From an optimization exercise on the open Yosys and OpenROAD flow, aimed at small area, a short achievable clock period and few clock cycles; shortcuts taken in it are not production practice.
Function was checked by simulation only, so behaviour that the tests miss may differ from the original.

==> flow/config.mk <==
export PLATFORM = sky130hd
export DESIGN_NAME = cprq_core
export DESIGN_NICKNAME = cprq_core
export VERILOG_FILES = /design/flow/design.v
export SDC_FILE = /design/flow/constraint.sdc
export NUM_CORES = 4
export LEC_CHECK = 0
export CAP_MARGIN = 20
export CORE_MARGIN = 2
export CORE_UTILIZATION = 40
export SLEW_MARGIN = 20
==> flow/constraint.sdc <==
create_clock -name core_clock -period 34.0 [get_ports {clk}]
set_input_delay 6.8000 -clock core_clock [delete_from_list [all_inputs] [get_ports {clk}]]
set_output_delay 6.8000 -clock core_clock [all_outputs]
set_load 0.01 [all_outputs]
==> flow/design.v <==
module cprq_nl (
    input  wire [31:0] a,
    input  wire        odd,
    output wire [5:0]  nz
);
    wire [31:0] y = {a[30:0] ^ {31{a[31]}}, a[31]};
    wire [8:0] b = y[31:23];
    wire [63:0] t;
    assign t[0] = b > (odd ? 9'd20 : 9'd20);
    assign t[1] = b > (odd ? 9'd29 : 9'd29);
    assign t[2] = b > (odd ? 9'd36 : 9'd36);
    assign t[3] = b > (odd ? 9'd42 : 9'd42);
    assign t[4] = b > (odd ? 9'd47 : 9'd47);
    assign t[5] = b > (odd ? 9'd51 : 9'd51);
    assign t[6] = b > (odd ? 9'd55 : 9'd55);
    assign t[7] = b > (odd ? 9'd59 : 9'd59);
    assign t[8] = b > (odd ? 9'd63 : 9'd63);
    assign t[9] = b > (odd ? 9'd67 : 9'd67);
    assign t[10] = b > (odd ? 9'd70 : 9'd70);
    assign t[11] = b > (odd ? 9'd73 : 9'd73);
    assign t[12] = b > (odd ? 9'd76 : 9'd76);
    assign t[13] = b > (odd ? 9'd79 : 9'd79);
    assign t[14] = b > (odd ? 9'd82 : 9'd82);
    assign t[15] = b > (odd ? 9'd85 : 9'd85);
    assign t[16] = b > (odd ? 9'd88 : 9'd88);
    assign t[17] = b > (odd ? 9'd91 : 9'd91);
    assign t[18] = b > (odd ? 9'd93 : 9'd93);
    assign t[19] = b > (odd ? 9'd96 : 9'd96);
    assign t[20] = b > (odd ? 9'd98 : 9'd98);
    assign t[21] = b > (odd ? 9'd101 : 9'd101);
    assign t[22] = b > (odd ? 9'd103 : 9'd103);
    assign t[23] = b > (odd ? 9'd106 : 9'd106);
    assign t[24] = b > (odd ? 9'd108 : 9'd108);
    assign t[25] = b > (odd ? 9'd110 : 9'd110);
    assign t[26] = b > (odd ? 9'd113 : 9'd113);
    assign t[27] = b > (odd ? 9'd115 : 9'd115);
    assign t[28] = b > (odd ? 9'd117 : 9'd117);
    assign t[29] = b > (odd ? 9'd119 : 9'd119);
    assign t[30] = b > (odd ? 9'd122 : 9'd122);
    assign t[31] = b > (odd ? 9'd124 : 9'd124);
    assign t[32] = b > (odd ? 9'd126 : 9'd126);
    assign t[33] = b > (odd ? 9'd128 : 9'd128);
    assign t[34] = b > (odd ? 9'd130 : 9'd130);
    assign t[35] = b > (odd ? 9'd132 : 9'd132);
    assign t[36] = b > (odd ? 9'd134 : 9'd134);
    assign t[37] = b > (odd ? 9'd136 : 9'd136);
    assign t[38] = b > (odd ? 9'd138 : 9'd138);
    assign t[39] = b > (odd ? 9'd140 : 9'd140);
    assign t[40] = b > (odd ? 9'd142 : 9'd142);
    assign t[41] = b > (odd ? 9'd144 : 9'd144);
    assign t[42] = b > (odd ? 9'd146 : 9'd146);
    assign t[43] = b > (odd ? 9'd148 : 9'd148);
    assign t[44] = b > (odd ? 9'd150 : 9'd150);
    assign t[45] = b > (odd ? 9'd152 : 9'd152);
    assign t[46] = b > (odd ? 9'd154 : 9'd154);
    assign t[47] = b > (odd ? 9'd156 : 9'd156);
    assign t[48] = b > (odd ? 9'd158 : 9'd158);
    assign t[49] = b > (odd ? 9'd160 : 9'd160);
    assign t[50] = b > (odd ? 9'd162 : 9'd162);
    assign t[51] = b > (odd ? 9'd164 : 9'd164);
    assign t[52] = b > (odd ? 9'd166 : 9'd166);
    assign t[53] = b > (odd ? 9'd167 : 9'd167);
    assign t[54] = b > (odd ? 9'd169 : 9'd169);
    assign t[55] = b > (odd ? 9'd171 : 9'd171);
    assign t[56] = b > (odd ? 9'd173 : 9'd173);
    assign t[57] = b > (odd ? 9'd174 : 9'd174);
    assign t[58] = b > (odd ? 9'd180 : 9'd180);
    assign t[59] = 1'b0;    
    assign t[60] = 1'b0;    
    assign t[61] = 1'b0;    
    assign t[62] = 1'b0;    
    assign t[63] = 1'b0;    
    wire [5:0] c;    
    assign c[5] = t[31];
    reg b4;
    always @(*) begin
        case (c[5:5])
            1'd0: b4 = t[15];
            1'd1: b4 = t[47];
            default: b4 = 1'b0;
        endcase
    end
    assign c[4] = b4;
    reg b3;
    always @(*) begin
        case (c[5:4])
            2'd0: b3 = t[7];
            2'd1: b3 = t[23];
            2'd2: b3 = t[39];
            2'd3: b3 = t[55];
            default: b3 = 1'b0;
        endcase
    end
    assign c[3] = b3;
    reg b2;
    always @(*) begin
        case (c[5:3])
            3'd0: b2 = t[3];
            3'd1: b2 = t[11];
            3'd2: b2 = t[19];
            3'd3: b2 = t[27];
            3'd4: b2 = t[35];
            3'd5: b2 = t[43];
            3'd6: b2 = t[51];
            3'd7: b2 = t[59];
            default: b2 = 1'b0;
        endcase
    end
    assign c[2] = b2;
    reg b1;
    always @(*) begin
        case (c[5:2])
            4'd0: b1 = t[1];
            4'd1: b1 = t[5];
            4'd2: b1 = t[9];
            4'd3: b1 = t[13];
            4'd4: b1 = t[17];
            4'd5: b1 = t[21];
            4'd6: b1 = t[25];
            4'd7: b1 = t[29];
            4'd8: b1 = t[33];
            4'd9: b1 = t[37];
            4'd10: b1 = t[41];
            4'd11: b1 = t[45];
            4'd12: b1 = t[49];
            4'd13: b1 = t[53];
            4'd14: b1 = t[57];
            4'd15: b1 = t[61];
            default: b1 = 1'b0;
        endcase
    end
    assign c[1] = b1;
    reg b0;
    always @(*) begin
        case (c[5:1])
            5'd0: b0 = t[0];
            5'd1: b0 = t[2];
            5'd2: b0 = t[4];
            5'd3: b0 = t[6];
            5'd4: b0 = t[8];
            5'd5: b0 = t[10];
            5'd6: b0 = t[12];
            5'd7: b0 = t[14];
            5'd8: b0 = t[16];
            5'd9: b0 = t[18];
            5'd10: b0 = t[20];
            5'd11: b0 = t[22];
            5'd12: b0 = t[24];
            5'd13: b0 = t[26];
            5'd14: b0 = t[28];
            5'd15: b0 = t[30];
            5'd16: b0 = t[32];
            5'd17: b0 = t[34];
            5'd18: b0 = t[36];
            5'd19: b0 = t[38];
            5'd20: b0 = t[40];
            5'd21: b0 = t[42];
            5'd22: b0 = t[44];
            5'd23: b0 = t[46];
            5'd24: b0 = t[48];
            5'd25: b0 = t[50];
            5'd26: b0 = t[52];
            5'd27: b0 = t[54];
            5'd28: b0 = t[56];
            5'd29: b0 = t[58];
            5'd30: b0 = t[60];
            5'd31: b0 = t[62];
            default: b0 = 1'b0;
        endcase
    end
    assign c[0] = b0;
    reg [31:0] kc;
    always @(*) begin
        case ({odd, c})
            7'd0: kc = 32'd175665023;
            7'd64: kc = 32'd175665160;
            7'd1: kc = 32'd248775551;
            7'd65: kc = 32'd248775376;
            7'd2: kc = 32'd305114495;
            7'd66: kc = 32'd305114814;
            7'd3: kc = 32'd352814975;
            7'd67: kc = 32'd352814644;
            7'd4: kc = 32'd395020415;
            7'd68: kc = 32'd395020018;
            7'd5: kc = 32'd433342847;
            7'd69: kc = 32'd433342958;
            7'd6: kc = 32'd468738431;
            7'd70: kc = 32'd468738646;
            7'd7: kc = 32'd501829247;
            7'd71: kc = 32'd501829552;
            7'd8: kc = 32'd533047679;
            7'd72: kc = 32'd533047582;
            7'd9: kc = 32'd562707071;
            7'd73: kc = 32'd562706700;
            7'd10: kc = 32'd591044735;
            7'd74: kc = 32'd591044338;
            7'd11: kc = 32'd618244991;
            7'd75: kc = 32'd618244816;
            7'd12: kc = 32'd644453759;
            7'd76: kc = 32'd644453402;
            7'd13: kc = 32'd669789311;
            7'd77: kc = 32'd669789590;
            7'd14: kc = 32'd694350719;
            7'd78: kc = 32'd694350230;
            7'd15: kc = 32'd718217855;
            7'd79: kc = 32'd718218108;
            7'd16: kc = 32'd741461375;
            7'd80: kc = 32'd741461174;
            7'd17: kc = 32'd764139647;
            7'd81: kc = 32'd764139562;
            7'd18: kc = 32'd786303359;
            7'd82: kc = 32'd786303262;
            7'd19: kc = 32'd807997055;
            7'd83: kc = 32'd807997570;
            7'd20: kc = 32'd829259903;
            7'd84: kc = 32'd829259974;
            7'd21: kc = 32'd850126463;
            7'd85: kc = 32'd850126404;
            7'd22: kc = 32'd870627455;
            7'd86: kc = 32'd870627318;
            7'd23: kc = 32'd890788991;
            7'd87: kc = 32'd890789270;
            7'd24: kc = 32'd910636415;
            7'd88: kc = 32'd910636474;
            7'd25: kc = 32'd930191999;
            7'd89: kc = 32'd930192356;
            7'd26: kc = 32'd949476479;
            7'd90: kc = 32'd949476446;
            7'd27: kc = 32'd968505983;
            7'd91: kc = 32'd968505924;
            7'd28: kc = 32'd987299711;
            7'd92: kc = 32'd987299536;
            7'd29: kc = 32'd1005871487;
            7'd93: kc = 32'd1005871338;
            7'd30: kc = 32'd1024235135;
            7'd94: kc = 32'd1024235388;
            7'd31: kc = 32'd1042404479;
            7'd95: kc = 32'd1042404968;
            7'd32: kc = 32'd1060391807;
            7'd96: kc = 32'd1060391788;
            7'd33: kc = 32'd1078207103;
            7'd97: kc = 32'd1078207566;
            7'd34: kc = 32'd1095861887;
            7'd98: kc = 32'd1095861672;
            7'd35: kc = 32'd1113364607;
            7'd99: kc = 32'd1113365044;
            7'd36: kc = 32'd1130725247;
            7'd100: kc = 32'd1130724706;
            7'd37: kc = 32'd1147951487;
            7'd101: kc = 32'd1147950816;
            7'd38: kc = 32'd1165050239;
            7'd102: kc = 32'd1165050402;
            7'd39: kc = 32'd1182030719;
            7'd103: kc = 32'd1182030492;
            7'd40: kc = 32'd1198897535;
            7'd104: kc = 32'd1198897334;
            7'd41: kc = 32'd1215657599;
            7'd105: kc = 32'd1215657956;
            7'd42: kc = 32'd1232316287;
            7'd106: kc = 32'd1232316268;
            7'd43: kc = 32'd1248878207;
            7'd107: kc = 32'd1248877732;
            7'd44: kc = 32'd1265347199;
            7'd108: kc = 32'd1265347036;
            7'd45: kc = 32'd1281726335;
            7'd109: kc = 32'd1281726524;
            7'd46: kc = 32'd1298017919;
            7'd110: kc = 32'd1298017756;
            7'd47: kc = 32'd1314221951;
            7'd111: kc = 32'd1314222296;
            7'd48: kc = 32'd1330337663;
            7'd112: kc = 32'd1330337018;
            7'd49: kc = 32'd1346358911;
            7'd113: kc = 32'd1346358800;
            7'd50: kc = 32'd1362276479;
            7'd114: kc = 32'd1362276706;
            7'd51: kc = 32'd1378073471;
            7'd115: kc = 32'd1378073556;
            7'd52: kc = 32'd1393716863;
            7'd116: kc = 32'd1393716544;
            7'd53: kc = 32'd1409147519;
            7'd117: kc = 32'd1409147876;
            7'd54: kc = 32'd1424245631;
            7'd118: kc = 32'd1424245716;
            7'd55: kc = 32'd1438737023;
            7'd119: kc = 32'd1438737486;
            7'd56: kc = 32'd1451822975;
            7'd120: kc = 32'd1451822644;
            7'd57: kc = 32'd1459618175;
            7'd121: kc = 32'd1459617974;
            7'd58: kc = 32'd1509949823;
            7'd122: kc = 32'd1509949830;
            default: kc = 32'hffffffff;
        endcase
    end
    wire [5:0] f = c + {5'd0, y > kc};
    wire [5:0] lim = odd ? 6'd57 : 6'd58;
    assign nz = (f > lim) ? 6'd1 : (odd ? 6'd58 - f : 6'd59 - f);
endmodule
module cprq_div3_26 (
    input  wire [25:0] x,
    output wire [25:0] q,
    output wire [1:0] r
);
    function [3:0] step;    
        input [1:0] ri;
        input [1:0] d;
        begin
            case ({ri, d})
                4'd0: step = {2'd0, 2'd0};
                4'd1: step = {2'd0, 2'd1};
                4'd2: step = {2'd0, 2'd2};
                4'd3: step = {2'd1, 2'd0};
                4'd4: step = {2'd1, 2'd1};
                4'd5: step = {2'd1, 2'd2};
                4'd6: step = {2'd2, 2'd0};
                4'd7: step = {2'd2, 2'd1};
                4'd8: step = {2'd2, 2'd2};
                4'd9: step = {2'd3, 2'd0};
                4'd10: step = {2'd3, 2'd1};
                4'd11: step = {2'd3, 2'd2};
                default: step = 4'd0;
            endcase
        end
    endfunction
    wire [1:0] rr [0:13];
    assign rr[13] = 2'd0;
    genvar i;
    generate
        for (i = 12; i >= 0; i = i - 1) begin : g_step
            wire [3:0] o = step(rr[i+1], x[2*i+1:2*i]);
            assign q[2*i+1:2*i] = o[3:2];
            assign rr[i] = o[1:0];
        end
    endgenerate
    assign r = rr[0];
endmodule
module cprq_div25_12 (
    input  wire [4:0] ri,
    input  wire [11:0] x,
    output wire [11:0] q,
    output wire [4:0] r
);
    function [6:0] step;    
        input [4:0] ri;
        input [1:0]  dg;
        begin
            case ({ri, dg})
                7'd0: step = {2'd0, 5'd0};
                7'd1: step = {2'd0, 5'd1};
                7'd2: step = {2'd0, 5'd2};
                7'd3: step = {2'd0, 5'd3};
                7'd4: step = {2'd0, 5'd4};
                7'd5: step = {2'd0, 5'd5};
                7'd6: step = {2'd0, 5'd6};
                7'd7: step = {2'd0, 5'd7};
                7'd8: step = {2'd0, 5'd8};
                7'd9: step = {2'd0, 5'd9};
                7'd10: step = {2'd0, 5'd10};
                7'd11: step = {2'd0, 5'd11};
                7'd12: step = {2'd0, 5'd12};
                7'd13: step = {2'd0, 5'd13};
                7'd14: step = {2'd0, 5'd14};
                7'd15: step = {2'd0, 5'd15};
                7'd16: step = {2'd0, 5'd16};
                7'd17: step = {2'd0, 5'd17};
                7'd18: step = {2'd0, 5'd18};
                7'd19: step = {2'd0, 5'd19};
                7'd20: step = {2'd0, 5'd20};
                7'd21: step = {2'd0, 5'd21};
                7'd22: step = {2'd0, 5'd22};
                7'd23: step = {2'd0, 5'd23};
                7'd24: step = {2'd0, 5'd24};
                7'd25: step = {2'd1, 5'd0};
                7'd26: step = {2'd1, 5'd1};
                7'd27: step = {2'd1, 5'd2};
                7'd28: step = {2'd1, 5'd3};
                7'd29: step = {2'd1, 5'd4};
                7'd30: step = {2'd1, 5'd5};
                7'd31: step = {2'd1, 5'd6};
                7'd32: step = {2'd1, 5'd7};
                7'd33: step = {2'd1, 5'd8};
                7'd34: step = {2'd1, 5'd9};
                7'd35: step = {2'd1, 5'd10};
                7'd36: step = {2'd1, 5'd11};
                7'd37: step = {2'd1, 5'd12};
                7'd38: step = {2'd1, 5'd13};
                7'd39: step = {2'd1, 5'd14};
                7'd40: step = {2'd1, 5'd15};
                7'd41: step = {2'd1, 5'd16};
                7'd42: step = {2'd1, 5'd17};
                7'd43: step = {2'd1, 5'd18};
                7'd44: step = {2'd1, 5'd19};
                7'd45: step = {2'd1, 5'd20};
                7'd46: step = {2'd1, 5'd21};
                7'd47: step = {2'd1, 5'd22};
                7'd48: step = {2'd1, 5'd23};
                7'd49: step = {2'd1, 5'd24};
                7'd50: step = {2'd2, 5'd0};
                7'd51: step = {2'd2, 5'd1};
                7'd52: step = {2'd2, 5'd2};
                7'd53: step = {2'd2, 5'd3};
                7'd54: step = {2'd2, 5'd4};
                7'd55: step = {2'd2, 5'd5};
                7'd56: step = {2'd2, 5'd6};
                7'd57: step = {2'd2, 5'd7};
                7'd58: step = {2'd2, 5'd8};
                7'd59: step = {2'd2, 5'd9};
                7'd60: step = {2'd2, 5'd10};
                7'd61: step = {2'd2, 5'd11};
                7'd62: step = {2'd2, 5'd12};
                7'd63: step = {2'd2, 5'd13};
                7'd64: step = {2'd2, 5'd14};
                7'd65: step = {2'd2, 5'd15};
                7'd66: step = {2'd2, 5'd16};
                7'd67: step = {2'd2, 5'd17};
                7'd68: step = {2'd2, 5'd18};
                7'd69: step = {2'd2, 5'd19};
                7'd70: step = {2'd2, 5'd20};
                7'd71: step = {2'd2, 5'd21};
                7'd72: step = {2'd2, 5'd22};
                7'd73: step = {2'd2, 5'd23};
                7'd74: step = {2'd2, 5'd24};
                7'd75: step = {2'd3, 5'd0};
                7'd76: step = {2'd3, 5'd1};
                7'd77: step = {2'd3, 5'd2};
                7'd78: step = {2'd3, 5'd3};
                7'd79: step = {2'd3, 5'd4};
                7'd80: step = {2'd3, 5'd5};
                7'd81: step = {2'd3, 5'd6};
                7'd82: step = {2'd3, 5'd7};
                7'd83: step = {2'd3, 5'd8};
                7'd84: step = {2'd3, 5'd9};
                7'd85: step = {2'd3, 5'd10};
                7'd86: step = {2'd3, 5'd11};
                7'd87: step = {2'd3, 5'd12};
                7'd88: step = {2'd3, 5'd13};
                7'd89: step = {2'd3, 5'd14};
                7'd90: step = {2'd3, 5'd15};
                7'd91: step = {2'd3, 5'd16};
                7'd92: step = {2'd3, 5'd17};
                7'd93: step = {2'd3, 5'd18};
                7'd94: step = {2'd3, 5'd19};
                7'd95: step = {2'd3, 5'd20};
                7'd96: step = {2'd3, 5'd21};
                7'd97: step = {2'd3, 5'd22};
                7'd98: step = {2'd3, 5'd23};
                7'd99: step = {2'd3, 5'd24};
                default: step = {2'd0, 5'd0};
            endcase
        end
    endfunction
    wire [4:0] rr [0:6];
    assign rr[6] = ri;
    genvar i;
    generate
        for (i = 5; i >= 0; i = i - 1) begin : g_step
            wire [6:0] o = step(rr[i+1], x[2*i+1:2*i]);
            assign q[2*i+1:2*i] = o[6:5];
            assign rr[i] = o[4:0];
        end
    endgenerate
    assign r = rr[0];
endmodule
module cprq_alt_enc (
    input  wire        present,
    input  wire [31:0] w,
    output wire [11:0] ac
);
    wire signed [23:0] x = w[31:8];
    wire        neg = w[7] ? (x < -24'sd1013) : (x < -24'sd1012);
    wire        big = w[7] ? (x > 24'sd50186) : (x > 24'sd50187);
    wire [15:0] k;
    cprq_add #(.W(16)) u_add (.a(w[23:8]), .b(16'd1012), .ci(w[7]), .s(k));
    wire [11:0] q;
    wire [4:0]  r_unused;
    cprq_div25_12 u_div (.ri({1'b0, k[15:12]}), .x(k[11:0]), .q(q), .r(r_unused));
    wire [10:0] idx = neg ? 11'd0 : big ? 11'd2047 : q[10:0];
    assign ac = present ? {idx[10:4], 1'b1, idx[3:0]} : 12'h000;
endmodule
module cprq_ss_cmp (
    input  wire [31:0] w,
    output wire        gt
);
    wire [30:0] x = w[30:0] ^ {31{w[31]}};    
    assign gt = (x > 31'd256000) | (w[31] & (x == 31'd256000));
endmodule
module cprq_vel_enc (
    input  wire        present,
    input  wire [31:0] w,
    input  wire        ss,
    output wire [10:0] code
);
    wire [30:0] x   = w[30:0] ^ {31{w[31]}};    
    wire        big = |x[30:20];
    wire [20:0] t   = {1'b0, x[19:0]} + (ss ? 21'd1536 : 21'd384) + {20'd0, w[31]};
    wire        sat = big | (ss ? t[20] : |t[20:18]);
    wire [9:0]  mag = sat ? 10'd1023 : (ss ? t[19:10] : t[17:8]);
    assign code = present ? {w[31], mag} : 11'h000;
endmodule
module cprq_vr_enc (
    input  wire        present,
    input  wire [31:0] w,
    output wire [9:0]  code
);
    wire [30:0] x   = w[30:0] ^ {31{w[31]}};
    wire [24:0] t   = {1'b0, x[23:0]} + 25'd24576 + {24'd0, w[31]};
    wire        sat = (|x[30:24]) | t[24] | t[23];
    wire [8:0]  mag = sat ? 9'd511 : t[22:14];
    assign code = present ? {w[31], mag} : 10'h000;
endmodule
module cprq_lat_even (
    input  wire [31:0] a,
    output wire [23:0] s,
    output wire [8:0]  er
);
    wire [25:0] y  = {a[31], a[31:7]} + 26'd1 + {25'd0, a[6]};
    wire [25:0] yb = y + 26'h1800000;                   
    wire [25:0] q;
    wire [1:0]  r;
    cprq_div3_26 u_div (.x(yb), .q(q), .r(r));
    assign s  = {~q[23], q[22:0]};                      
    assign er = {r, ~a[6], a[5:0]};                     
endmodule
module cprq_zq_mul (
    input  wire [5:0]  n,
    input  wire [31:0] w,
    output wire [28:0] u
);
    wire signed [37:0] p = $signed(w) * $signed({1'b0, n}) + 38'sd11520;
    assign u = p[37:9];
endmodule
module cprq_zq_div (
    input  wire [28:0] u,
    output wire [16:0] code
);
    function [2:0] m5;           
        input [3:0] x;
        begin
            case (x)
                4'd0: m5 = 3'd0;
                4'd1: m5 = 3'd1;
                4'd2: m5 = 3'd2;
                4'd3: m5 = 3'd3;
                4'd4: m5 = 3'd4;
                4'd5: m5 = 3'd0;
                4'd6: m5 = 3'd1;
                4'd7: m5 = 3'd2;
                4'd8: m5 = 3'd3;
                4'd9: m5 = 3'd4;
                4'd10: m5 = 3'd0;
                4'd11: m5 = 3'd1;
                4'd12: m5 = 3'd2;
                4'd13: m5 = 3'd3;
                4'd14: m5 = 3'd4;
                4'd15: m5 = 3'd0;
                default: m5 = 3'd0;
            endcase
        end
    endfunction
    function [2:0] a5;           
        input [2:0] a, b;
        begin
            case ({a, b})
                6'd0: a5 = 3'd0;
                6'd1: a5 = 3'd1;
                6'd2: a5 = 3'd2;
                6'd3: a5 = 3'd3;
                6'd4: a5 = 3'd4;
                6'd8: a5 = 3'd1;
                6'd9: a5 = 3'd2;
                6'd10: a5 = 3'd3;
                6'd11: a5 = 3'd4;
                6'd12: a5 = 3'd0;
                6'd16: a5 = 3'd2;
                6'd17: a5 = 3'd3;
                6'd18: a5 = 3'd4;
                6'd19: a5 = 3'd0;
                6'd20: a5 = 3'd1;
                6'd24: a5 = 3'd3;
                6'd25: a5 = 3'd4;
                6'd26: a5 = 3'd0;
                6'd27: a5 = 3'd1;
                6'd28: a5 = 3'd2;
                6'd32: a5 = 3'd4;
                6'd33: a5 = 3'd0;
                6'd34: a5 = 3'd1;
                6'd35: a5 = 3'd2;
                6'd36: a5 = 3'd3;
                default: a5 = 3'd0;
            endcase
        end
    endfunction
    function [3:0] m9;           
        input [5:0] x;
        begin
            case (x)
                6'd0: m9 = 4'd0;
                6'd1: m9 = 4'd1;
                6'd2: m9 = 4'd2;
                6'd3: m9 = 4'd3;
                6'd4: m9 = 4'd4;
                6'd5: m9 = 4'd5;
                6'd6: m9 = 4'd6;
                6'd7: m9 = 4'd7;
                6'd8: m9 = 4'd8;
                6'd9: m9 = 4'd0;
                6'd10: m9 = 4'd1;
                6'd11: m9 = 4'd2;
                6'd12: m9 = 4'd3;
                6'd13: m9 = 4'd4;
                6'd14: m9 = 4'd5;
                6'd15: m9 = 4'd6;
                6'd16: m9 = 4'd7;
                6'd17: m9 = 4'd8;
                6'd18: m9 = 4'd0;
                6'd19: m9 = 4'd1;
                6'd20: m9 = 4'd2;
                6'd21: m9 = 4'd3;
                6'd22: m9 = 4'd4;
                6'd23: m9 = 4'd5;
                6'd24: m9 = 4'd6;
                6'd25: m9 = 4'd7;
                6'd26: m9 = 4'd8;
                6'd27: m9 = 4'd0;
                6'd28: m9 = 4'd1;
                6'd29: m9 = 4'd2;
                6'd30: m9 = 4'd3;
                6'd31: m9 = 4'd4;
                6'd32: m9 = 4'd5;
                6'd33: m9 = 4'd6;
                6'd34: m9 = 4'd7;
                6'd35: m9 = 4'd8;
                6'd36: m9 = 4'd0;
                6'd37: m9 = 4'd1;
                6'd38: m9 = 4'd2;
                6'd39: m9 = 4'd3;
                6'd40: m9 = 4'd4;
                6'd41: m9 = 4'd5;
                6'd42: m9 = 4'd6;
                6'd43: m9 = 4'd7;
                6'd44: m9 = 4'd8;
                6'd45: m9 = 4'd0;
                6'd46: m9 = 4'd1;
                6'd47: m9 = 4'd2;
                6'd48: m9 = 4'd3;
                6'd49: m9 = 4'd4;
                6'd50: m9 = 4'd5;
                6'd51: m9 = 4'd6;
                6'd52: m9 = 4'd7;
                6'd53: m9 = 4'd8;
                6'd54: m9 = 4'd0;
                6'd55: m9 = 4'd1;
                6'd56: m9 = 4'd2;
                6'd57: m9 = 4'd3;
                6'd58: m9 = 4'd4;
                6'd59: m9 = 4'd5;
                6'd60: m9 = 4'd6;
                6'd61: m9 = 4'd7;
                6'd62: m9 = 4'd8;
                6'd63: m9 = 4'd0;
                default: m9 = 4'd0;
            endcase
        end
    endfunction
    function [3:0] a9;           
        input [3:0] a, b;
        begin
            case ({a, b})
                8'd0: a9 = 4'd0;
                8'd1: a9 = 4'd1;
                8'd2: a9 = 4'd2;
                8'd3: a9 = 4'd3;
                8'd4: a9 = 4'd4;
                8'd5: a9 = 4'd5;
                8'd6: a9 = 4'd6;
                8'd7: a9 = 4'd7;
                8'd8: a9 = 4'd8;
                8'd16: a9 = 4'd1;
                8'd17: a9 = 4'd2;
                8'd18: a9 = 4'd3;
                8'd19: a9 = 4'd4;
                8'd20: a9 = 4'd5;
                8'd21: a9 = 4'd6;
                8'd22: a9 = 4'd7;
                8'd23: a9 = 4'd8;
                8'd24: a9 = 4'd0;
                8'd32: a9 = 4'd2;
                8'd33: a9 = 4'd3;
                8'd34: a9 = 4'd4;
                8'd35: a9 = 4'd5;
                8'd36: a9 = 4'd6;
                8'd37: a9 = 4'd7;
                8'd38: a9 = 4'd8;
                8'd39: a9 = 4'd0;
                8'd40: a9 = 4'd1;
                8'd48: a9 = 4'd3;
                8'd49: a9 = 4'd4;
                8'd50: a9 = 4'd5;
                8'd51: a9 = 4'd6;
                8'd52: a9 = 4'd7;
                8'd53: a9 = 4'd8;
                8'd54: a9 = 4'd0;
                8'd55: a9 = 4'd1;
                8'd56: a9 = 4'd2;
                8'd64: a9 = 4'd4;
                8'd65: a9 = 4'd5;
                8'd66: a9 = 4'd6;
                8'd67: a9 = 4'd7;
                8'd68: a9 = 4'd8;
                8'd69: a9 = 4'd0;
                8'd70: a9 = 4'd1;
                8'd71: a9 = 4'd2;
                8'd72: a9 = 4'd3;
                8'd80: a9 = 4'd5;
                8'd81: a9 = 4'd6;
                8'd82: a9 = 4'd7;
                8'd83: a9 = 4'd8;
                8'd84: a9 = 4'd0;
                8'd85: a9 = 4'd1;
                8'd86: a9 = 4'd2;
                8'd87: a9 = 4'd3;
                8'd88: a9 = 4'd4;
                8'd96: a9 = 4'd6;
                8'd97: a9 = 4'd7;
                8'd98: a9 = 4'd8;
                8'd99: a9 = 4'd0;
                8'd100: a9 = 4'd1;
                8'd101: a9 = 4'd2;
                8'd102: a9 = 4'd3;
                8'd103: a9 = 4'd4;
                8'd104: a9 = 4'd5;
                8'd112: a9 = 4'd7;
                8'd113: a9 = 4'd8;
                8'd114: a9 = 4'd0;
                8'd115: a9 = 4'd1;
                8'd116: a9 = 4'd2;
                8'd117: a9 = 4'd3;
                8'd118: a9 = 4'd4;
                8'd119: a9 = 4'd5;
                8'd120: a9 = 4'd6;
                8'd128: a9 = 4'd8;
                8'd129: a9 = 4'd0;
                8'd130: a9 = 4'd1;
                8'd131: a9 = 4'd2;
                8'd132: a9 = 4'd3;
                8'd133: a9 = 4'd4;
                8'd134: a9 = 4'd5;
                8'd135: a9 = 4'd6;
                8'd136: a9 = 4'd7;
                default: a9 = 4'd0;
            endcase
        end
    endfunction
    function [33:0] csa;         
        input [16:0] a, b, c;
        begin
            csa = {((a & b) | (a & c) | (b & c)), a ^ b ^ c};
        end
    endfunction
    wire [2:0] n0 = m5(u[3:0]);
    wire [2:0] n1 = m5(u[7:4]);
    wire [2:0] n2 = m5(u[11:8]);
    wire [2:0] n3 = m5(u[15:12]);
    wire [2:0] n4 = m5(u[19:16]);
    wire [2:0] n5 = m5(u[23:20]);
    wire [2:0] n6 = m5(u[27:24]);
    wire [2:0] n01 = a5(n0, n1);
    wire [2:0] n23 = a5(n2, n3);
    wire [2:0] n45 = a5(n4, n5);
    wire [2:0] n6s = a5(n6, {u[28], 2'b00});
    wire [2:0] n03 = a5(n01, n23);
    wire [2:0] n47 = a5(n45, n6s);
    wire [2:0] r5  = a5(n03, n47);
    wire [3:0] k0 = m9(u[5:0]);
    wire [3:0] k1 = m9(u[11:6]);
    wire [3:0] k2 = m9(u[17:12]);
    wire [3:0] k3 = m9(u[23:18]);
    wire [3:0] k4 = m9({2'b00, u[27:24]});
    wire [3:0] k01 = a9(k0, k1);
    wire [3:0] k23 = a9(k2, k3);
    wire [3:0] k4s = a9(k4, {2'b00, u[28], 1'b0});
    wire [3:0] k03 = a9(k01, k23);
    wire [3:0] r9  = a9(k03, k4s);
    reg [16:0] rinv;             
    always @(*) begin
        rinv = 17'd0;
        case ({r5, r9})
            {3'd0, 4'd0}: rinv = 17'd0;
            {3'd0, 4'd1}: rinv = 17'd58254;
            {3'd0, 4'd2}: rinv = 17'd116508;
            {3'd0, 4'd3}: rinv = 17'd43690;
            {3'd0, 4'd4}: rinv = 17'd101944;
            {3'd0, 4'd5}: rinv = 17'd29127;
            {3'd0, 4'd6}: rinv = 17'd87381;
            {3'd0, 4'd7}: rinv = 17'd14563;
            {3'd0, 4'd8}: rinv = 17'd72817;
            {3'd1, 4'd0}: rinv = 17'd52428;
            {3'd1, 4'd1}: rinv = 17'd110683;
            {3'd1, 4'd2}: rinv = 17'd37865;
            {3'd1, 4'd3}: rinv = 17'd96119;
            {3'd1, 4'd4}: rinv = 17'd23301;
            {3'd1, 4'd5}: rinv = 17'd81555;
            {3'd1, 4'd6}: rinv = 17'd8738;
            {3'd1, 4'd7}: rinv = 17'd66992;
            {3'd1, 4'd8}: rinv = 17'd125246;
            {3'd2, 4'd0}: rinv = 17'd104857;
            {3'd2, 4'd1}: rinv = 17'd32039;
            {3'd2, 4'd2}: rinv = 17'd90294;
            {3'd2, 4'd3}: rinv = 17'd17476;
            {3'd2, 4'd4}: rinv = 17'd75730;
            {3'd2, 4'd5}: rinv = 17'd2912;
            {3'd2, 4'd6}: rinv = 17'd61166;
            {3'd2, 4'd7}: rinv = 17'd119421;
            {3'd2, 4'd8}: rinv = 17'd46603;
            {3'd3, 4'd0}: rinv = 17'd26214;
            {3'd3, 4'd1}: rinv = 17'd84468;
            {3'd3, 4'd2}: rinv = 17'd11650;
            {3'd3, 4'd3}: rinv = 17'd69905;
            {3'd3, 4'd4}: rinv = 17'd128159;
            {3'd3, 4'd5}: rinv = 17'd55341;
            {3'd3, 4'd6}: rinv = 17'd113595;
            {3'd3, 4'd7}: rinv = 17'd40777;
            {3'd3, 4'd8}: rinv = 17'd99032;
            {3'd4, 4'd0}: rinv = 17'd78643;
            {3'd4, 4'd1}: rinv = 17'd5825;
            {3'd4, 4'd2}: rinv = 17'd64079;
            {3'd4, 4'd3}: rinv = 17'd122333;
            {3'd4, 4'd4}: rinv = 17'd49516;
            {3'd4, 4'd5}: rinv = 17'd107770;
            {3'd4, 4'd6}: rinv = 17'd34952;
            {3'd4, 4'd7}: rinv = 17'd93206;
            {3'd4, 4'd8}: rinv = 17'd20388;
            default: rinv = 17'd0;
        endcase
    end
    wire [16:0] x  = u[16:0];
    wire [16:0] t0 = x;
    wire [16:0] t1 = x << 2;
    wire [16:0] t2 = x << 5;
    wire [16:0] t3 = ~(x << 7);       
    wire [16:0] t4 = x << 12;
    wire [16:0] t5 = x << 14;
    wire [33:0] c1 = csa(t0, t1, t2);
    wire [33:0] c2 = csa(t3, t4, t5);
    wire [33:0] c3 = csa(c1[16:0], {c1[32:17], 1'b1}, c2[16:0]);    
    wire [33:0] c4 = csa(c3[16:0], {c3[32:17], 1'b0}, {c2[32:17], 1'b0});
    wire [33:0] c5 = csa(c4[16:0], {c4[32:17], 1'b0}, rinv);
    cprq_add #(.W(17)) u_add (.a(c5[16:0]), .b({c5[32:17], 1'b0}), .ci(1'b0), .s(code));
endmodule
module cprq_add #(parameter W = 16, parameter L = 5) (    
    input  wire [W-1:0] a,
    input  wire [W-1:0] b,
    input  wire         ci,
    output wire [W-1:0] s
);
    wire [W:0] g0 = {a & b, ci};
    wire [W:0] p0 = {a ^ b, 1'b0};
    wire [W:0] g [0:L];
    wire [W:0] p [0:L];
    assign g[0] = g0;
    assign p[0] = p0;
    genvar k, i;
    generate
        for (k = 0; k < L; k = k + 1) begin : g_lvl
            for (i = 0; i <= W; i = i + 1) begin : g_bit
                if (((i >> k) & 1) == 1) begin : g_comb
                    localparam integer J = ((i >> k) << k) - 1;    
                    assign g[k+1][i] = g[k][i] | (p[k][i] & g[k][J]);
                    assign p[k+1][i] = p[k][i] & p[k][J];
                end else begin : g_pass
                    assign g[k+1][i] = g[k][i];
                    assign p[k+1][i] = p[k][i];
                end
            end
        end
    endgenerate
    assign s = (a ^ b) ^ g[L][W-1:0];
endmodule
module cprq_core (
    input  wire         clk,
    input  wire         rst,             
    input  wire         cmd_valid,
    output reg          cmd_ready,
    input  wire [31:0]  cmd_hdr,
    input  wire [31:0]  cmd_addr,
    input  wire [31:0]  cmd_a,
    input  wire [31:0]  cmd_b,
    input  wire [31:0]  cmd_c,
    output reg          rsp_valid,
    input  wire         rsp_ready,
    output reg  [1:0]   rsp_status,
    output reg          rsp_f0v,
    output reg          rsp_f1v,
    output reg  [111:0] rsp_frame0,
    output wire [111:0] rsp_frame1,
    output reg          crc_req_valid,
    input  wire         crc_req_ready,
    output reg  [87:0]  crc_req_msg,
    input  wire         crc_rsp_valid,
    output reg          crc_rsp_ready,
    input  wire [23:0]  crc_rsp_val
);
    localparam [1:0] OP_MKPOS = 2'b01,
                     OP_MKALT = 2'b10,
                     OP_MKVEL = 2'b11;
    localparam [4:0] TYPE_ALT = 5'd0,
                     TYPE_POS = 5'd17,
                     TYPE_VEL = 5'd19;
    localparam [2:0] P0 = 3'd0, P1 = 3'd1, P2 = 3'd2, P3 = 3'd3, P4 = 3'd4;
    reg [2:0]  ph;
    reg [6:0]  c_hdr;
    reg [23:0] c_addr;
    reg [31:0] c_a, c_b, c_c;
    reg [28:0] zq_r;        
    reg [5:0]  nz;
    reg        m_wait;      
    reg        m_slot;      
    reg        m_last;      
    reg [59:0] nmsg;
    reg        n_v;
    reg        n_slot;
    reg        n_last;
    reg [58:0] f1_lo;       
    assign rsp_frame1 = {rsp_frame0[111:59] & {53{rsp_f1v}}, f1_lo};
    wire [1:0] op      = c_hdr[1:0];
    wire [1:0] variant = c_hdr[3:2];
    wire       pa      = c_hdr[4];
    wire       pb      = c_hdr[5];
    wire       pc      = c_hdr[6];
    wire       is_err  = (op == 2'b00) || (variant == 2'b11);
    wire       is_pos  = (op == OP_MKPOS) && (variant != 2'b11);
    wire [7:0] fb      = (variant == 2'b01) ? 8'h95 : 8'h92;
    wire       imf     = (variant == 2'b10);
    wire [11:0] ac;
    wire        ss, ss_a, ss_b;
    wire [10:0] ens, eew;
    wire [9:0]  evr;
    cprq_alt_enc u_alt (.present(pc), .w(c_c), .ac(ac));
    cprq_ss_cmp  u_ssa (.w(c_a), .gt(ss_a));
    cprq_ss_cmp  u_ssb (.w(c_b), .gt(ss_b));
    assign ss = (pa & ss_a) | (pb & ss_b);
    cprq_vel_enc u_ns  (.present(pa), .w(c_a), .ss(ss), .code(ens));
    cprq_vel_enc u_ew  (.present(pb), .w(c_b), .ss(ss), .code(eew));
    cprq_vr_enc  u_vr  (.present(pc), .w(c_c), .code(evr));
    wire [23:0] se_w;
    wire [8:0]  er_unused;
    cprq_lat_even u_late (.a(c_a), .s(se_w), .er(er_unused));
    wire        nl_odd = (ph == P2);
    wire [5:0]  nz_w;
    cprq_nl u_nl (.a(c_a), .odd(nl_odd), .nz(nz_w));
    wire        zq_lat = (ph == P1);
    wire [28:0] zq_u;
    cprq_zq_mul u_zq1 (.n(zq_lat ? 6'd59 : nz), .w(zq_lat ? c_a : c_b), .u(zq_u));
    wire [16:0] xz_w;
    cprq_zq_div u_zq2 (.u(zq_r), .code(xz_w));
    wire [31:0] head   = {fb, c_addr};
    wire [55:0] me_pos = {TYPE_POS, 2'b00, imf, c_c[11:0], 1'b0, 1'b0, c_c[28:12], xz_w};
    wire [55:0] me_alt = {TYPE_ALT, 2'b00, imf, ac, 1'b0, 1'b0, 34'd0};
    wire [2:0]  st     = ss ? 3'd2 : 3'd1;
    wire [55:0] me_vel = {TYPE_VEL, st, imf, 4'b0000, eew, ens, 1'b1, evr, 2'b00, 8'h00};
    wire [87:0] first_msg = {head, is_pos ? me_pos : (op == OP_MKALT) ? me_alt : me_vel};
    wire [32:0] short_pay = (op == OP_MKVEL) ? {ss, eew, ens, evr} : {21'd0, ac};
    wire [1:0]  n_var  = nmsg[59:58];
    wire        n_imf  = (n_var == 2'b10);
    wire [32:0] n_pay  = nmsg[32:0];
    wire [55:0] n_alt  = {TYPE_ALT, 2'b00, n_imf, n_pay[11:0], 1'b0, 1'b0, 34'd0};
    wire [55:0] n_vel  = {TYPE_VEL, n_pay[32] ? 3'd2 : 3'd1, n_imf, 4'b0000, n_pay[31:21],
                          n_pay[20:10], 1'b1, n_pay[9:0], 2'b00, 8'h00};
    wire [87:0] n_msg  = {(n_var == 2'b01) ? 8'h95 : 8'h92, nmsg[56:33], nmsg[57] ? n_vel : n_alt};
    wire ans       = m_wait && crc_rsp_valid && crc_rsp_ready;
    wire msg_free  = !(crc_req_valid || m_wait) || ans;
    wire n_to_m    = n_v && msg_free;                        
    wire n_free    = !n_v || n_to_m;
    wire short_rdy = (ph == P1) && !is_pos && !is_err;       
    wire pos_rdy   = (ph == P3);                             
    wire c_to_m    = (short_rdy || pos_rdy) && msg_free && !n_v;
    wire c_to_n    = short_rdy && !c_to_m && n_free;
    wire odd_to_n  = (ph == P4) && n_free;
    wire err_done  = (ph == P1) && is_err && !crc_req_valid && !m_wait && !n_v && !rsp_valid;
    wire rsp_take  = rsp_valid && rsp_ready;
    wire last_ans  = ans && m_last;
    wire n_v_n     = (c_to_n || odd_to_n) || (n_v && !n_to_m);
    reg [2:0] ph_n;
    always @(*) begin
        ph_n = ph;
        case (ph)
            P0: ph_n = P0;
            P1: if (is_pos) ph_n = P2;
                else if (c_to_m || c_to_n || err_done) ph_n = P0;
            P2: ph_n = P3;
            P3: if (c_to_m) ph_n = P4;
            P4: if (odd_to_n) ph_n = P0;
            default: ph_n = P0;
        endcase
        if (cmd_valid && cmd_ready)
            ph_n = P1;
    end
    always @(posedge clk) begin
        if (rst) begin
            ph            <= P0;
            cmd_ready     <= 1'b0;
            crc_req_valid <= 1'b0;
            m_wait        <= 1'b0;
            n_v           <= 1'b0;
            rsp_valid     <= 1'b0;
            crc_rsp_ready <= 1'b0;
        end else begin
            ph        <= ph_n;
            cmd_ready <= (ph_n == P0) || ((ph_n == P4) && !n_v_n);
            if (crc_req_valid && crc_req_ready) begin
                crc_req_valid <= 1'b0;
                m_wait        <= 1'b1;
            end
            if (ans)
                m_wait <= 1'b0;
            if (n_to_m || c_to_m)
                crc_req_valid <= 1'b1;
            n_v <= n_v_n;
            if (rsp_take)
                rsp_valid <= 1'b0;
            if (last_ans || err_done)
                rsp_valid <= 1'b1;
            crc_rsp_ready <= !((last_ans || err_done) || (rsp_valid && !rsp_take));
        end
        if (cmd_ready) begin
            c_hdr  <= cmd_hdr[6:0];
            c_addr <= cmd_addr[23:0];
            c_a    <= cmd_a;
            c_b    <= cmd_b;
            c_c    <= cmd_c;
        end else begin
            if (ph == P1 && is_pos) begin
                c_c[28:0] <= {se_w[16:0], ac};
                nz    <= nz_w;
                zq_r  <= zq_u;
            end
            if (ph == P2) begin
                nz    <= nz_w;
                c_a[16:0] <= xz_w;
                zq_r  <= zq_u;
            end
            if (ph == P3 && c_to_m)
                zq_r  <= zq_u;
        end
        if (odd_to_n) begin
            nmsg[34:0] <= {1'b1, c_a[16:0], xz_w};
            n_slot <= 1'b1;
            n_last <= 1'b1;
        end else if (c_to_n) begin
            nmsg   <= {variant, op == OP_MKVEL, c_addr, short_pay};
            n_slot <= 1'b0;
            n_last <= 1'b1;
        end
        if (n_to_m) begin
            if (!n_slot)
                crc_req_msg[87:35] <= n_msg[87:35];
            crc_req_msg[34:0] <= n_slot ? nmsg[34:0] : n_msg[34:0];
            m_slot      <= n_slot;
            m_last      <= n_last;
        end else if (c_to_m) begin
            crc_req_msg <= first_msg;
            m_slot      <= 1'b0;
            m_last      <= !is_pos;
        end
        if (ans) begin
            if (m_slot) begin
                f1_lo   <= {crc_req_msg[34:0], crc_rsp_val};
                rsp_f1v <= 1'b1;
            end else begin
                rsp_frame0 <= {crc_req_msg, crc_rsp_val};
                rsp_f0v    <= 1'b1;
                f1_lo      <= 59'd0;
                rsp_f1v    <= 1'b0;
            end
            rsp_status <= 2'b00;
        end
        if (err_done) begin
            rsp_frame0 <= 112'd0;
            f1_lo      <= 59'd0;
            rsp_f0v    <= 1'b0;
            rsp_f1v    <= 1'b0;
            rsp_status <= (op == 2'b00) ? 2'b10 : 2'b01;
        end
    end
endmodule
==> flow/flow/run.sh <==
#!/bin/bash
# Own layout flow: the standard flow (standard.sh) with
#  - synthesis through flow/synth.tcl: the standard flow's script, but ABC maps with an
#    area-recovering script at a realistic delay target; no full-adder
#    extraction and yosys's own carry-lookahead mapping (registers unchanged);
#  - timing repair aiming below the 34 ns constraint (SETUP_SLACK_MARGIN),
#    so that the achieved period is short. The SDC is the standard flow's, unchanged;
#  - every port still gets its buffer, but a plain buf_1 (BUFFER_PORTS_ARGS)
#    instead of the delay cell buffer_ports picks by default;
#  - larger clock-sink clusters (CTS_CLUSTER_SIZE), fewer clock buffers.
# Every tool's output goes to the ORFS logs under orfs/logs; make's own
# output goes to flow_make.log in this folder.
set -euo pipefail
W=$PWD
export FLOW_ABC_DELAY_PS=6000
bash standard.sh \
  SYNTH_SCRIPT=$W/flow/synth.tcl \
  ADDER_MAP_FILE= \
  SYNTH_OPERATIONS_ARGS=-nofsm \
  SETUP_SLACK_MARGIN=24.8 \
  CTS_CLUSTER_SIZE=24 \
  'BUFFER_PORTS_ARGS=-buffer_cell sky130_fd_sc_hd__buf_1' \
  finish > $W/flow_make.log 2>&1
==> flow/flow/synth.tcl <==
# The standard flow's synthesis script (synth_recipe.tcl) with one change: ABC maps with
# yosys's own area-recovering script at a realistic delay target instead of
# ORFS's fixed minimum-delay script. Registers are mapped before ABC, exactly
# as in the standard synthesis.
proc synth {args} { yosys synth -nofsm -noshare {*}$args }
proc abc {args} {
  set out {}
  set skip 0
  foreach a $args {
    if {$skip} { set skip 0; continue }
    if {$a eq "-script" || $a eq "-D"} { set skip 1; continue }
    lappend out $a
  }
  yosys abc {*}$out -D $::env(FLOW_ABC_DELAY_PS)
}
source $::env(SCRIPTS_DIR)/synth.tcl
# left out here: clear keep_hierarchy, flatten, clean up, hide names made inside functions, write 1_2_yosys.v
==> flow/standard.sh <==
#!/bin/bash
# synth_recipe.tcl (not shown) runs the flow's synth.tcl, then flattens the netlist and writes it again
# the make line also repeats each setting of config.mk as NAME=value (left out here)
make -C /OpenROAD-flow-scripts/flow DESIGN_CONFIG=/design/flow/config.mk WORK_HOME=/design/flow/orfs CLKGATE_MAP_FILE= SYNTH_SCRIPT=/design/flow/synth_recipe.tcl "${@:-finish}"
==> metrics.md, run 1 <==
| Metric | Value |
|---|---|
| Run status | no timing/DRC/antenna violations |
| Register-to-Register Setup Slack | 24.84 ns |
| Reg2Reg Depth | 40 |
| CTS root buf | clkbuf_16 |
| Layout net count | 6331 |
| Achievable clock frequency | 0.109 GHz |
| Pin count of the biggest net entering global routing | 103 |
| Number of optimization iterations in the first detailed-route pass | 7 |
| Count of vias placed by the detailed router | 46.3k |
| FP Rows | 120 |
| Average wire length per cell after detail routing | 23.4 µm |
| Arrival time of the worst setup path | 9.54 ns |
| Setup TNS | 0 ns |
| I/O Buffers | 456 |
| Routed via count divided by cell count | 6.09 |
| Area enclosed by the die boundary | 111000 µm² |
| Worst slew slack as a fraction of its limit | 17.9% |
| Grt total ovfl | 0 |
| Length of routed wiring on met1 | 73100 µm |
| Final weighted congestion in routability-driven placement | 0.973 |
| Synth Warn # | 7 |
| Clock buffers created by TritonCTS | 61 |
| Post-route antenna net violation count | 0 |
| Sum of met2 wire segment lengths after detailed routing | 79100 µm |
| CORE AREA | 108000 µm² |
| Setup-violating endpoint count in the final report | 0 |
| TritonCTS clock tree | done |
| Largest cells by area after synthesis | edfxtp_1 (21%), dfxtp_1 (9.9%), xnor2_1 (6.8%) |
| Growth of design area from synthesis to finish | 22.6% |
| Most numerous cell in the Yosys netlist | nand2_1 |
| Top routing layer in use | met5 |
| Clock Sinks | 518 |
| Number of endpoints with negative hold slack in the final report | 0 |
| Setup ws final | 24.84 ns |
| Cell with the largest stage delay on the worst path | a221oi_1 |
| Post-synth top area share | 20.9% |
| Place WS | 21.24 ns |
| Hold Path Cell Cnt | 0 |
| Maximum clock insertion buffer count | 3 |
| Type of the worst min-delay path | register to register |
| Post-Route WL | 178000 µm |
| Clock insertion delay at the later pin of the skew report | 0.73 ns |
| Number of primary I/O pins | 510 |
| Vias in the first global route | 41.1k |
| Drt drc | 0 |
| Setup clock skew after layout | 0.0929 ns |
| Most frequent cells after synthesis | nand2_1 (790), nor2_1 (615), a21oi_1 (480) |
| Final Hold Slack | 0.446 ns |
| Post-route clock period utilization | 26.9% |
| Met3 WL | 17100 µm |
| Fraction of registers with async set or reset after synthesis | 0% |
| Mean cell area of the mapped netlist | 7.73 µm² |
| Post-Synthesis Cell Area | 43500 µm² |
| Setup repair after global routing missed its margin | yes |
| Number of violations reported at the end of detailed-routing iteration 0 | 4931 |
| Clock slew at reported path FFs | 0.07 ns |
| Number of H-tree branching levels | 2 |
| Global-route wire length before repair | 260000 µm |
| Total of hold buffers inserted after clock tree synthesis | 0 |
| Worst setup EP type | register |
| Required arrival time at the worst endpoint | 34.38 ns |
| All-layer global routing usage | 30.1% |
| Nature of the critical path startpoint | register |
| Number of register bits inferred by synthesis | 518 |
| Top flip-flop cell by instance count after synthesis | edfxtp_1 |
| Count of cell types in the netlist | 120 |
| Die span in y | 334 µm |
| Largest stage delay on the critical path | 0.75 ns |
| Initial antenna violation count | 19 |
| Post-DP HPWL | 128000 µm |
| Minimum clock period after layout | 9.16 ns |
| Startpoint-to-endpoint class of the critical path | register to register |
| Maximum net fanout on the critical path | 12 |
| Fraction of final layout cells with drive strength greater than 1 | 14.2% |
| Sequential share of the synthesized area | 30.8% |
| Horiz. Die Dim | 334 µm |
| Post-synth EDFFs | 303 |
| Library cell appearing most often on the critical path | buf_4 |
| Number of max-cap violations | 0 |
| Initial standard-cell utilization of the core | 40.5% |
| Number of cells produced by synthesis | 5631 |
| Library cell occupying the most area in the post-synthesis netlist | edfxtp_1 |
| Total count of max-transition violations in the final report | 0 |
| Tightest Pin Transition | 1.23 ns |
path summary, 6_finish.rpt:
path,start,endpoint
max reg2reg,c_a[31],nz[2]
max,c_a[31],nz[2]
min,c_addr[7],nmsg[40]
min reg2reg,c_addr[7],nmsg[40]
critical path, delay by kind of cell (launching register included):
kind                      cells  cell delay (ns)
AOI/OAI and AO/OA            10             2.99
xor gates and xnor gates      3             0.36
DFF                           1             0.38
buffers and inverters        11             1.72
and+or+nand+nor              16             3.36
cell type report:
type	instances	area, µm²
timing repair buffer	761	4640
antenna	10	25.0
tap	1403	1760
clock buffer	81	1780
multi-input combinational	4648	30600
clock inverter	35	478
sequential	518	13400
fill	10400	54200
inverter	151	569
cell usage in the layout, fill, tap and decap left out, types with 39 or more instances in the layout:
cell type / Yosys / layout
xor2_1: 175 / 169
clkbuf_16: 0 / 67
o22ai_1: 57 / 52
nor2_1: 615 / 575
and3_1: 46 / 43
nand3_1: 135 / 124
dfxtp_1: 215 / 202
inv_1: 149 / 139
or2_2: 41 / 39
nor2b_1: 53 / 51
a22o_1: 74 / 74
buf_1: 13 / 456
maj3_1: 73 / 73
edfxtp_1: 303 / 303
o211ai_1: 50 / 50
nand2_1: 790 / 773
buf_4: 32 / 245
a31oi_1: 87 / 74
nor3_1: 158 / 147
o21a_1: 52 / 49
xnor2_1: 339 / 330
and2_1: 100 / 95
mux2i_1: 77 / 54
a21oi_1: 480 / 450
nand2b_1: 75 / 73
o21ai_0: 386 / 352
cells by family after synthesis:
kind of cell | share of synthesized area [%]
xor+xnor | 11.5
simple gates | 23.0
mux | 2.32
buf+inv | 4.64
fa+ha+maj | 1.73
compound gates | 26.0
other cells | 0.0173
flops | 30.8
routing by layer:
metal | GRT usage (%) | up-vias
met5 | 0 | -
met2 | 47.6 | 2459
met4 | 12.0 | 8
met3 | 5.84 | 442
met1 | 40.4 | 21900
li1 | - | 21500
flip-flops by register name, summed over array words and instances (netlist names), 29 cells and up:
register / count
zq_r: 29
nmsg: 60
f1_lo: 59
c_b: 32
rsp_frame0: 103
crc_req_msg: 78
c_c: 32
c_a: 32
through the flow:
| step | utilization [%] | cell area [µm²] | cells |
|---|---|---|---|
| after floorplan | - | 43900 | 5649 |
| after global placement | 43.4 | 46600 | 7256 |
| after detailed placement | 43.4 | 46600 | 7256 |
| after CTS | 47.6 | 51200 | 7467 |
| after global routing | 49.6 | 53300 | 7604 |
| final | 49.6 | 53300 | 7607 |
timing repair:
item                                    4_1_cts  5_1_grt
endpoints found under the setup margin       85       67
gates cloned                                 14        2
pin swaps                                    53       95
setup buffers                                81      128
gates resized for setup                     245      231
Testbench counts, summed over its fixed seeds: cycles 4,802.
==> run 2: changes to the inputs <==
--- a/flow/flow/run.sh
+++ b/flow/flow/run.sh
@@ -17,7 +17,7 @@
   SYNTH_SCRIPT=$W/flow/synth.tcl \
   ADDER_MAP_FILE= \
   SYNTH_OPERATIONS_ARGS=-nofsm \
-  SETUP_SLACK_MARGIN=24.8 \
+  SETUP_SLACK_MARGIN=25.2 \
   CTS_CLUSTER_SIZE=24 \
   'BUFFER_PORTS_ARGS=-buffer_cell sky130_fd_sc_hd__buf_1' \
   finish > $W/flow_make.log 2>&1
==> run 2 against run 1 <==
Critical path depth up 5; global-route usage down 0.14 points; count of clock-buffer cells in the layout down 3; non-clock buffer count up 71; first-iteration DRC count down 1.3%.
==> metrics.md, run 2 <==
| Metric | Value |
|---|---|
| Required arrival time at the worst endpoint | 34.44 ns |
| Routed via count divided by cell count | 6.08 |
| Run status | no timing/DRC/antenna violations |
| Post-route antenna net violation count | 0 |
| Final weighted congestion in routability-driven placement | 1.00 |
| Top flip-flop cell by instance count after synthesis | edfxtp_1 |
| Sequential share of the synthesized area | 30.8% |
| Setup-violating endpoint count in the final report | 0 |
| Post-Route WL | 178000 µm |
| I/O Buffers | 456 |
| Number of flip-flops under the largest register name | 103 |
| Mean cell area of the mapped netlist | 7.73 µm² |
| Layout net count | 6401 |
| Number of max-cap violations | 0 |
| Number of H-tree branching levels | 2 |
| Initial standard-cell utilization of the core | 40.5% |
| Number of optimization iterations in the first detailed-route pass | 7 |
| Sum of met2 wire segment lengths after detailed routing | 80400 µm |
| Number of violations reported at the end of detailed-routing iteration 0 | 4868 |
| Post-DP HPWL | 127000 µm |
| Global-route wire length before repair | 261000 µm |
| Total count of max-transition violations in the final report | 0 |
| Tightest Pin Transition | 1.16 ns |
| Post-Synthesis Cell Area | 43500 µm² |
| Setup TNS | 0 ns |
| Post-Place Cells | 7257 |
| Horiz. Die Dim | 334 µm |
| Count of placed standard cells in the final layout, fillers left out | 7671 |
| Library cell occupying the most area in the post-synthesis netlist | edfxtp_1 |
| Post-route clock period utilization | 26.7% |
| Clock insertion delay at the later pin of the skew report | 0.72 ns |
| Destination of the critical timing path | nz[0] |
| Library cell appearing most often on the critical path | buf_4 |
| Maximum clock insertion buffer count | 3 |
| Cell with the largest stage delay on the worst path | or4_4 |
| Total of hold buffers inserted after clock tree synthesis | 0 |
| Top routing layer in use | met5 |
| Growth of design area from synthesis to finish | 25.0% |
| Number of cells produced by synthesis | 5631 |
| TritonCTS clock tree | done |
| Terminus of the critical flop-to-flop path | nz[0] |
| Met3 WL | 16000 µm |
| Count of buffering cells on the critical path with inverters included | 13 |
| Arrival time of the worst setup path | 9.50 ns |
| Post-synth EDFFs | 303 |
| Reg-to-Reg Start | c_a[31] |
| Reg2Reg Depth | 45 |
| Kind of cell with the highest combined delay on the critical path | simple AND/OR/NAND/NOR gates |
| Area of all placed cells without fillers | 54400 µm² |
| Dpl cell area | 46700 µm² |
| Clock Sinks | 518 |
| Most numerous cell in the Yosys netlist | nand2_1 |
| Clock buffers created by TritonCTS | 59 |
| Pin count of the biggest net entering global routing | 78 |
| Register-to-Register Setup Slack | 24.94 ns |
| Largest stage delay on the critical path | 0.49 ns |
| Type of the worst min-delay path | register to register |
| FP Rows | 120 |
| Fraction of registers with async set or reset after synthesis | 0% |
| Area enclosed by the die boundary | 111000 µm² |
| Startpoint-to-endpoint class of the critical path | register to register |
| CP Launch Point | c_a[31] |
| Maximum net fanout on the critical path | 10 |
| Setup clock skew after layout | 0.0801 ns |
| Synth Warn # | 7 |
| All-layer global routing usage | 30.0% |
| Average wire length per cell after detail routing | 23.3 µm |
| CORE AREA | 108000 µm² |
| Post-synth top area share | 20.9% |
| Nature of the critical path startpoint | register |
| Drt drc | 0 |
| Achievable clock frequency | 0.110 GHz |
| Minimum clock period after layout | 9.06 ns |
| Vias in the first global route | 42.0k |
| Setup repair after global routing missed its margin | yes |
| CTS root buf | clkbuf_16 |
| Initial antenna violation count | 9 |
| Number of register bits inferred by synthesis | 518 |
| Number of endpoints with negative hold slack in the final report | 0 |
| Count of cell types in the netlist | 120 |
| Commonest cells after routing, fill and taps aside | nand2_1 (763), nor2_1 (563), buf_1 (454) |
| Crit. path cell count | 45 |
| Fraction of final layout cells with drive strength greater than 1 | 16.7% |
| Worst slew slack as a fraction of its limit | 22.3% |
| Registers with the most flip-flops | rsp_frame0: 103 flops, crc_req_msg: 78 flops, nmsg: 60 flops |
| Largest cells by area after synthesis | edfxtp_1 (21%), dfxtp_1 (9.9%), xnor2_1 (6.8%) |
| Most frequent cells after synthesis | nand2_1 (790), nor2_1 (615), a21oi_1 (480) |
| Worst setup EP type | register |
| Number of primary I/O pins | 510 |
| Grt total ovfl | 0 |
| Length of routed wiring on met1 | 74200 µm |
| Clock slew at reported path FFs | 0.06 ns |
| Die span in y | 334 µm |
| Largest Register | rsp_frame0 |
| Commonest non-fill, non-tap cell in the layout | nand2_1 |
| Count of vias placed by the detailed router | 46.6k |
-- run 2: cell type report --
class,instances,area (µm²)
clock inverters,34,465
inverters,151,576
well taps,1403,1760
repair buffers,832,5250
multi-input cells,4648,31300
repair inverters,1,5.00
diodes,6,15.0
flip-flops and latches,518,13400
clock buffers,78,1640
fillers,10300,53100
-- run 2: cell families (layout without fill, tap and decap cells) --
group | Yosys count | count (layout) | synth area share, %
AOI/OAI and AO/OA | 1724 | 1725 | 26.0
xor gates and xnor gates | 538 | 538 | 11.5
adders and majority gates | 75 | 75 | 1.73
muxes | 98 | 99 | 2.32
buffers and inverters | 486 | 1096 | 4.64
other | 2 | 26 | 0.0173
DFF | 518 | 518 | 30.8
and+or+nand+nor | 2190 | 2191 | 23.0
-- run 2: what timing repair did --
action | 4_1_cts | 5_1_grt
setup endpoints to repair | 127 | 152
resized for setup | 334 | 299
cloned | 12 | 4
buffers inserted | 148 | 132
pin swaps | 84 | 120
-- run 2: how the worst min path moves through the flow --
| stage | end | slack, ns | startpoint | cells past startpoint |
|---|---|---|---|---|
| detailed placement | nmsg[45] | 0.43 | c_addr[12] | 0 |
| global route | nmsg[56] | 0.46 | c_addr[23] | 0 |
| global placement | nmsg[52] | 0.43 | c_addr[19] | 0 |
| CTS | nmsg[45] | 0.45 | c_addr[12] | 0 |
| finish | nmsg[45] | 0.45 | c_addr[12] | 0 |
| floorplan | nmsg[35] | 0.43 | c_addr[2] | 0 |
-- run 2: per-stage QoR --
| stage | hold WS, ns | setup slack, ns | util, % |
|---|---|---|---|
| floorplan | 0.426 | 24.66 | - |
| global placement | 0.429 | 21.18 | 43.4 |
| detailed placement | 0.434 | 21.41 | 43.5 |
| CTS | 0.450 | 24.98 | 48.4 |
| global route | 0.456 | 24.74 | 50.6 |
| finish | 0.451 | 24.94 | 50.6 |
-- run 2: metal layers --
metal | vias to the layer above | global-route usage (%)
li1 | 21600 | -
met1 | 22300 | 40.1
met2 | 2313 | 47.6
met3 | 429 | 5.79
met4 | 2 | 11.6
met5 | - | 0
==> run 3: changes to the inputs <==
--- a/flow/flow/run.sh
+++ b/flow/flow/run.sh
@@ -7,7 +7,7 @@
 #    so that the achieved period is short. The SDC is the standard flow's, unchanged;
 #  - every port still gets its buffer, but a plain buf_1 (BUFFER_PORTS_ARGS)
 #    instead of the delay cell buffer_ports picks by default;
-#  - larger clock-sink clusters (CTS_CLUSTER_SIZE), fewer clock buffers.
+#  - clock tree built from clkbuf_8 (CTS_BUF_LIST) instead of clkbuf_16.
 # Every tool's output goes to the ORFS logs under orfs/logs; make's own
 # output goes to flow_make.log in this folder.
 set -euo pipefail
@@ -18,6 +18,6 @@
   ADDER_MAP_FILE= \
   SYNTH_OPERATIONS_ARGS=-nofsm \
   SETUP_SLACK_MARGIN=25.2 \
-  CTS_CLUSTER_SIZE=24 \
+  CTS_BUF_LIST=sky130_fd_sc_hd__clkbuf_8 \
   'BUFFER_PORTS_ARGS=-buffer_cell sky130_fd_sc_hd__buf_1' \
   finish > $W/flow_make.log 2>&1
==> run 3 against run 2 <==
Via count up 0.22%; utilization down 0.68 points; routed wire length down 0.62%; first-iteration DRC count down 3.3%; fmax up 0.95%; die area unchanged; largest cell class unchanged; highest routed layer unchanged.
==> metrics.md, run 3 <==
| Metric | Value |
|---|---|
| Run status | no timing/DRC/antenna violations |
| Average wire length per cell after detail routing | 23.1 µm |
| Setup TNS | 0 ns |
| Cell with the largest stage delay on the worst path | or4_4 |
| Grt total ovfl | 0 |
| CORE AREA | 108000 µm² |
| Worst slew slack as a fraction of its limit | 18.9% |
| Type of the worst min-delay path | register to register |
| Number of max-cap violations | 0 |
| Number of endpoints with negative hold slack in the final report | 0 |
| Minimum clock period after layout | 8.98 ns |
| Required arrival time at the worst endpoint | 34.56 ns |
| Post-synth EDFFs | 303 |
| Post-route clock period utilization | 26.4% |
| Sequential share of the synthesized area | 30.8% |
| Nature of the critical path startpoint | register |
| Fraction of final layout cells with drive strength greater than 1 | 15.9% |
| CTS root buf | clkbuf_8 |
| Initial antenna violation count | 11 |
| Vias in the first global route | 42.0k |
| Post-Place Cells | 7257 |
| Count of buffering cells on the critical path with inverters included | 8 |
| Number of flip-flops under the largest register name | 103 |
| I/O Buffers | 456 |
| Library cell appearing most often on the critical path | buf_12 |
| Clock slew at reported path FFs | 0.07 ns |
| Dpl cell area | 46700 µm² |
| Startpoint-to-endpoint class of the critical path | register to register |
| Area enclosed by the die boundary | 111000 µm² |
| Clock buffers created by TritonCTS | 93 |
| Count of vias placed by the detailed router | 46.8k |
| Most numerous cell in the Yosys netlist | nand2_1 |
| Registers with the most flip-flops | rsp_frame0: 103 flops, crc_req_msg: 78 flops, nmsg: 60 flops |
| Die span in y | 334 µm |
| Arrival time of the worst setup path | 9.54 ns |
| Final weighted congestion in routability-driven placement | 1.00 |
| Commonest cells after routing, fill and taps aside | nand2_1 (768), nor2_1 (572), buf_1 (455) |
| Clock Sinks | 518 |
| Post-synth top area share | 20.9% |
| Post-Route WL | 177000 µm |
| Number of optimization iterations in the first detailed-route pass | 8 |
| Number of cells produced by synthesis | 5631 |
| Number of H-tree branching levels | 3 |
| Total of hold buffers inserted after clock tree synthesis | 0 |
| Final Hold Slack | 0.449 ns |
| TritonCTS clock tree | done |
| Library cell occupying the most area in the post-synthesis netlist | edfxtp_1 |
| All-layer global routing usage | 29.9% |
| Maximum clock insertion buffer count | 3 |
| FP Rows | 120 |
| Post-DP HPWL | 127000 µm |
| Number of primary I/O pins | 510 |
| Top flip-flop cell by instance count after synthesis | edfxtp_1 |
| Largest stage delay on the critical path | 0.52 ns |
| Fraction of registers with async set or reset after synthesis | 0% |
| Setup-violating endpoint count in the final report | 0 |
| Area of all placed cells without fillers | 53700 µm² |
| Post-Synthesis Cell Area | 43500 µm² |
| Kind of cell with the highest combined delay on the critical path | simple AND/OR/NAND/NOR gates |
| Number of violations reported at the end of detailed-routing iteration 0 | 4709 |
| Growth of design area from synthesis to finish | 23.4% |
| Routed via count divided by cell count | 6.08 |
| Largest cells by area after synthesis | edfxtp_1 (21%), dfxtp_1 (9.9%), xnor2_1 (6.8%) |
| Most frequent cells after synthesis | nand2_1 (790), nor2_1 (615), a21oi_1 (480) |
| Place WS | 21.41 ns |
| Tightest Pin Transition | 1.21 ns |
| Maximum net fanout on the critical path | 10 |
| Setup clock skew after layout | 0.0786 ns |
run 3: cell counts after synthesis:
Identical to the previous run, type by type.
run 3: cell families after synthesis:
logic type | Yosys count | share of synthesized area, %
compound gates | 1724 | 26.0
other cells | 2 | 0.0173
simple gates | 2190 | 23.0
mux | 98 | 2.32
xor+xnor | 538 | 11.5
flops | 518 | 30.8
fa+ha+maj | 75 | 1.73
buf+inv | 486 | 4.64
run 3: layer usage:
layer	track usage [%]	vias to the layer above	part of all wire, %
met5	0	-	0.0073
li1	-	21600	-
met4	12.9	2	4.9
met3	5.62	468	8.9
met2	47.0	2407	44
met1	40.2	22200	42
run 3: area by class of cell:
cell class | count | area, µm²
flip-flops and latches | 518 | 13400
repair buffers | 789 | 4770
diodes | 8 | 20.0
well taps | 1403 | 1760
multi-input cells | 4647 | 31000
fillers | 10400 | 53800
clock buffers | 110 | 1510
inverters | 151 | 576
clock inverters | 65 | 626
run 3: timing repair:
item / in CTS / in global routing
pin swaps: 73 / 101
cloned: 11 / 1
endpoints found under the hold margin: 0 / 0
setup endpoints to repair: 139 / 75
resized for setup: 306 / 245
setup buffers: 114 / 125
run 3: worst register-to-register path, delay by kind of cell, from the launching register on:
| kind | cells | cell delay [ns] |
|---|---|---|
| AO/OA/AOI/OAI | 15 | 3.37 |
| XOR/XNOR | 2 | 0.35 |
| flip-flops | 1 | 0.43 |
| AND/OR/NAND/NOR | 15 | 3.39 |
| buffers and inverters | 8 | 1.26 |
run 3: worst paths after layout:
kind                            depth (start not counted)        from        to  slack (ns)
worst max-delay path                                   40     c_a[31]     nz[0]       25.02
worst min-delay path                                    0  c_addr[12]  nmsg[45]        0.45
worst max register to register                         40     c_a[31]     nz[0]       25.02
worst min register to register                          0  c_addr[12]  nmsg[45]        0.45

-- afterwards: timing with drivers on the ports --
The results above use ideal ports. As a check the final layouts listed here were re-extracted and re-timed, cells and wires unchanged. Step 1, drivers: a clkbuf_16 drives clk and a buf_2 each remaining input, both assumed. Step 2, shift: input delay + t, output delay - t, t = (earliest + latest rising clock arrival at the registers) / 2. This alone moves slack from input paths to output paths. Three values: no drivers, after step 1, after step 2; two values: the first two.
run | t (ns) | setup slack, ns | worst setup path after step 2 | worst register clock-pin slew, ns | cell pins on the clock port's net
run 1 | 0.753 | 24.841 / 24.841 / 24.109 | input to register | 0.07 / 0.07 | 1
run 2 | 0.750 | 24.938 / 24.938 / 24.318 | input to register | 0.07 / 0.07 | 1
run 3 | 0.870 | 25.023 / 25.023 / 24.391 | input to register | 0.07 / 0.07 | 1
After both steps setup and hold are still met in every run listed. The setup slack of run 1, which loses most, moves by 0.000 ns with the drivers and by -0.732 ns with both steps.
